Context: an optimization exercise on an open-source flow, tuned for small area and a short achievable clock period. The choices shown serve that exercise and are no tape-out recipe.
The RTL was checked by simulation tests, not by an equivalence proof against the original design.
The flow treats the clock pin as an ideal source. Dropping or thinning the clock tree relies on that and would not hold on a real chip.
Power and IR drop assume default switching activity.

==> flow/design.v (excerpt) <==
module jtag_pdi_sniffer (
    input  wire       clk,
    input  wire       rst,         
    input  wire       smp_valid,   
    input  wire       tms,
    input  wire       tdi,
    input  wire       tdo,
    output wire       out_valid,
    output wire [7:0] out_data,
    output wire       pdi_err
);
export LEC_CHECK = 0
export CAP_MARGIN = 20
export CORE_MARGIN = 2
export CORE_UTILIZATION = 65
export PLACE_DENSITY = 0.75
export SETUP_SLACK_MARGIN = 4.45
export SLEW_MARGIN = 20
create_clock -name core_clock -period 6.5 [get_ports {clk}]
standard.sh (not shown) runs the stock make flow with config.mk's settings and CLKGATE_MAP_FILE= SYNTH_SCRIPT=/design/flow/synth_recipe.tcl, a recipe that flattens the netlist after the stock synthesis.
==> flow/flow/run.sh <==
#!/bin/bash
# Standard ORFS layout, except that the clock tree is built by flow/pre_cts.tcl
# (a flat tree of four clock buffers) instead of TritonCTS.
set -euo pipefail
W=$(pwd)
export PRE_CTS_TCL="$W/flow/pre_cts.tcl"
bash standard.sh finish > "$W/orfs_flow.log" 2>&1
==> flow/flow/mcts.tcl <==
proc mcts_split {items idx parts} {
  set s [lsort -integer -index $idx $items]
  set n [llength $s]
  set per [expr {double($n) / $parts}]
  set out {}
  for {set k 0} {$k < $parts} {incr k} {
    lappend out [lrange $s [expr {int(round($k * $per))}] [expr {int(round(($k + 1) * $per)) - 1}]]
  }
  return $out
}

proc mcts_centre {items} {
  set sx 0; set sy 0
  foreach s $items { set sx [expr {$sx + [lindex $s 1]}]; set sy [expr {$sy + [lindex $s 2]}] }
  return [list [expr {int($sx / [llength $items])}] [expr {int($sy / [llength $items])}]]
}

proc mcts_buffer {name master x y innet outnet} {
  set block [ord::get_db_block]
  set m [[ord::get_db] findMaster $master]
  set inst [odb::dbInst_create $block $m $name]
  $inst setLocation $x $y
  $inst setPlacementStatus PLACED
  [$inst findITerm A] connect $innet
  [$inst findITerm X] connect $outnet
  return $inst
}

proc manual_cts {cols rows leaf {top ""}} {
  set block [ord::get_db_block]
  set clknet [$block findNet clk]
  set sinks {}
  foreach it [$clknet getITerms] {
    set bb [[$it getInst] getBBox]
    lappend sinks [list $it [expr {([$bb xMin] + [$bb xMax]) / 2}] [expr {([$bb yMin] + [$bb yMax]) / 2}]]
  }
  set groups {}
  foreach col [mcts_split $sinks 1 $cols] {
    foreach g [mcts_split $col 2 $rows] { lappend groups $g }
  }
  set nl [llength $groups]
  if {$top eq ""} {
    set tops [list]
    for {set i 0} {$i < $nl} {incr i} { lappend tops [list $i] }
  } else {
    # groups are column-major; consecutive groups are neighbours
    set per [expr {$nl / 4}]
    set tops [list]
    for {set t 0} {$t < 4} {incr t} {
      set l {}
      for {set j 0} {$j < $per} {incr j} { lappend l [expr {$t * $per + $j}] }
      lappend tops $l
    }
  }
  set t 0
  foreach tl $tops {
    if {$top eq ""} {
      set drvnet $clknet
    } else {
      set drvnet [odb::dbNet_create $block "mclknet_t$t"]
      $drvnet setSigType CLOCK
      set pts {}
      foreach i $tl { lappend pts [concat [list x] [mcts_centre [lindex $groups $i]]] }
      set c [mcts_centre $pts]
      mcts_buffer "mclkbuf_t$t" $top [lindex $c 0] [lindex $c 1] $clknet $drvnet
    }
    foreach i $tl {
      set g [lindex $groups $i]
      set net [odb::dbNet_create $block "mclknet_$i"]
      $net setSigType CLOCK
      foreach s $g { set it [lindex $s 0]; $it disconnect; $it connect $net }
      set c [mcts_centre $g]
      mcts_buffer "mclkbuf_$i" $leaf [lindex $c 0] [lindex $c 1] $drvnet $net
    }
    incr t
  }
  puts "manual_cts: [llength $sinks] sinks, $nl leaf buffers ($leaf), top buffers: [expr {$top eq "" ? 0 : 4}] ($top)"
}
==> flow/flow/pre_cts.tcl <==
# Replace TritonCTS with a small balanced clock tree: the clock port drives
# four buffers, each driving two leaf buffers, each driving the registers of
# one region (see mcts.tcl).
source [file join [file dirname [info script]] mcts.tcl]
manual_cts 4 2 sky130_fd_sc_hd__buf_12 sky130_fd_sc_hd__buf_8
rename clock_tree_synthesis orig_clock_tree_synthesis
proc clock_tree_synthesis {args} {
  puts "clock_tree_synthesis: replaced by the manual clock tree"
  set_propagated_clock [all_clocks]
}
The first run produced a clean layout.
Edit:
--- a/flow/flow/pre_cts.tcl
+++ b/flow/flow/pre_cts.tcl
@@ -3,5 +3,5 @@
 # one region (see mcts.tcl).
 source [file join [file dirname [info script]] mcts.tcl]
-manual_cts 4 2 sky130_fd_sc_hd__buf_12 sky130_fd_sc_hd__buf_8
+manual_cts 4 2 sky130_fd_sc_hd__buf_8 sky130_fd_sc_hd__buf_8
 rename clock_tree_synthesis orig_clock_tree_synthesis
 proc clock_tree_synthesis {args} {
Settings changed: CORE_UTILIZATION 65 to 72, PLACE_DENSITY 0.75 to 0.8, SETUP_SLACK_MARGIN 4.45 to 4.5.
The changed run ran to the end with no violations.
Cell area falls by 0.66%.
Global-route usage grows by 3.9 points.
Routed wire length is higher by 2.6%.
Worst setup slack gets better by 51 ps.
Combinational power decreases by about 2%.
Core utilization goes up by 7.9 points.
Synthesized area does not change.
Power fell by 4.8%.
Edit:
Settings changed: CORE_UTILIZATION 72 to 78, PLACE_DENSITY 0.8 to 0.85.
- cell area climbs slightly
- register-to-register slack got worse by 70 ps
- worst hold slack improved by 7.1 ps
- fmax drops by a few percent
- routed wire length climbs by a few percent
- power is about the same
- global-route usage climbs by 2.6 points
- combinational power drops by roughly a tenth
- sequential power climbs slightly
- cell count hardly moves
Edit:
--- a/flow/flow/mcts.tcl
+++ b/flow/flow/mcts.tcl
@@ -23,5 +23,5 @@
   $inst setPlacementStatus PLACED
   [$inst findITerm A] connect $innet
-  [$inst findITerm X] connect $outnet
+  [$inst findITerm [expr {[string match "*inv*" $master] ? "Y" : "X"}]] connect $outnet
   return $inst
 }
==> flow/flow/pre_cts.tcl (replaced) <==
# Replace TritonCTS with a small balanced clock tree: the clock port drives
# four inverters, each driving two leaf inverters, each driving the registers
# of one region (see mcts.tcl).  Two inversions: the registers see clk.
source [file join [file dirname [info script]] mcts.tcl]
manual_cts 4 2 sky130_fd_sc_hd__inv_8 sky130_fd_sc_hd__inv_4
# cts.tcl next clones clock inverters next to each register; the tree is
# already complete, so that step is skipped too.
rename repair_clock_inverters orig_repair_clock_inverters
proc repair_clock_inverters {args} {
  puts "repair_clock_inverters: skipped, the manual clock tree is complete"
}
rename clock_tree_synthesis orig_clock_tree_synthesis
proc clock_tree_synthesis {args} {
  puts "clock_tree_synthesis: replaced by the manual clock tree"
  set_propagated_clock [all_clocks]
}
Settings changed: CORE_UTILIZATION 78 to 72, PLACE_DENSITY 0.85 to 0.8, SETUP_SLACK_MARGIN 4.5 to 4.6.
The changed run ran to the end with no violations.
Wire length came out lower by a few percent.
Synthesized cell count stays the same.
Synthesized area stays the same.
Hold slack gains 3.3 ps.
Critical path depth stays the same.
Clock power came out lower by about a fifth.
Cell count came out higher slightly.
Power came out lower by a few percent.
Die area came out higher by a little under a tenth.
In every run of this note, the design's own scripts or RTL, not TritonCTS, make the clock network.

==> separate check: timing with driven ports <==
In the flow no input, the clock included, has a driving cell. The finished layouts below were timed again as built, in two steps.
Step 1, drivers: a clkbuf_16 drives clk and a buf_2 each remaining input, both assumed.
Step 2 also shifts input and output timing later by t, the mid clock arrival at the registers, as if the neighbouring blocks saw the same clock.
a / b / c = no drivers / after step 1 / after step 2; a / b = the first two.
run	shift t [ns]	setup WS [ns]	worst register clock-pin slew, ns	cell pins on the clock port's net
the first run	0.301	4.474 / 4.450 / 4.380	0.09 / 0.09	4
the second run	0.304	4.525 / 4.450 / 4.355	0.11 / 0.11	4
the third run	0.298	4.478 / 4.449 / 4.281	0.10 / 0.10	4
the fourth run	0.231	4.518 / 4.518 / 4.518	0.10 / 0.10	4
After both steps setup and hold are still met in every run listed. For the third run, which loses most, drivers alone change the setup slack by -0.029 ns; drivers and shift together by -0.197 ns.
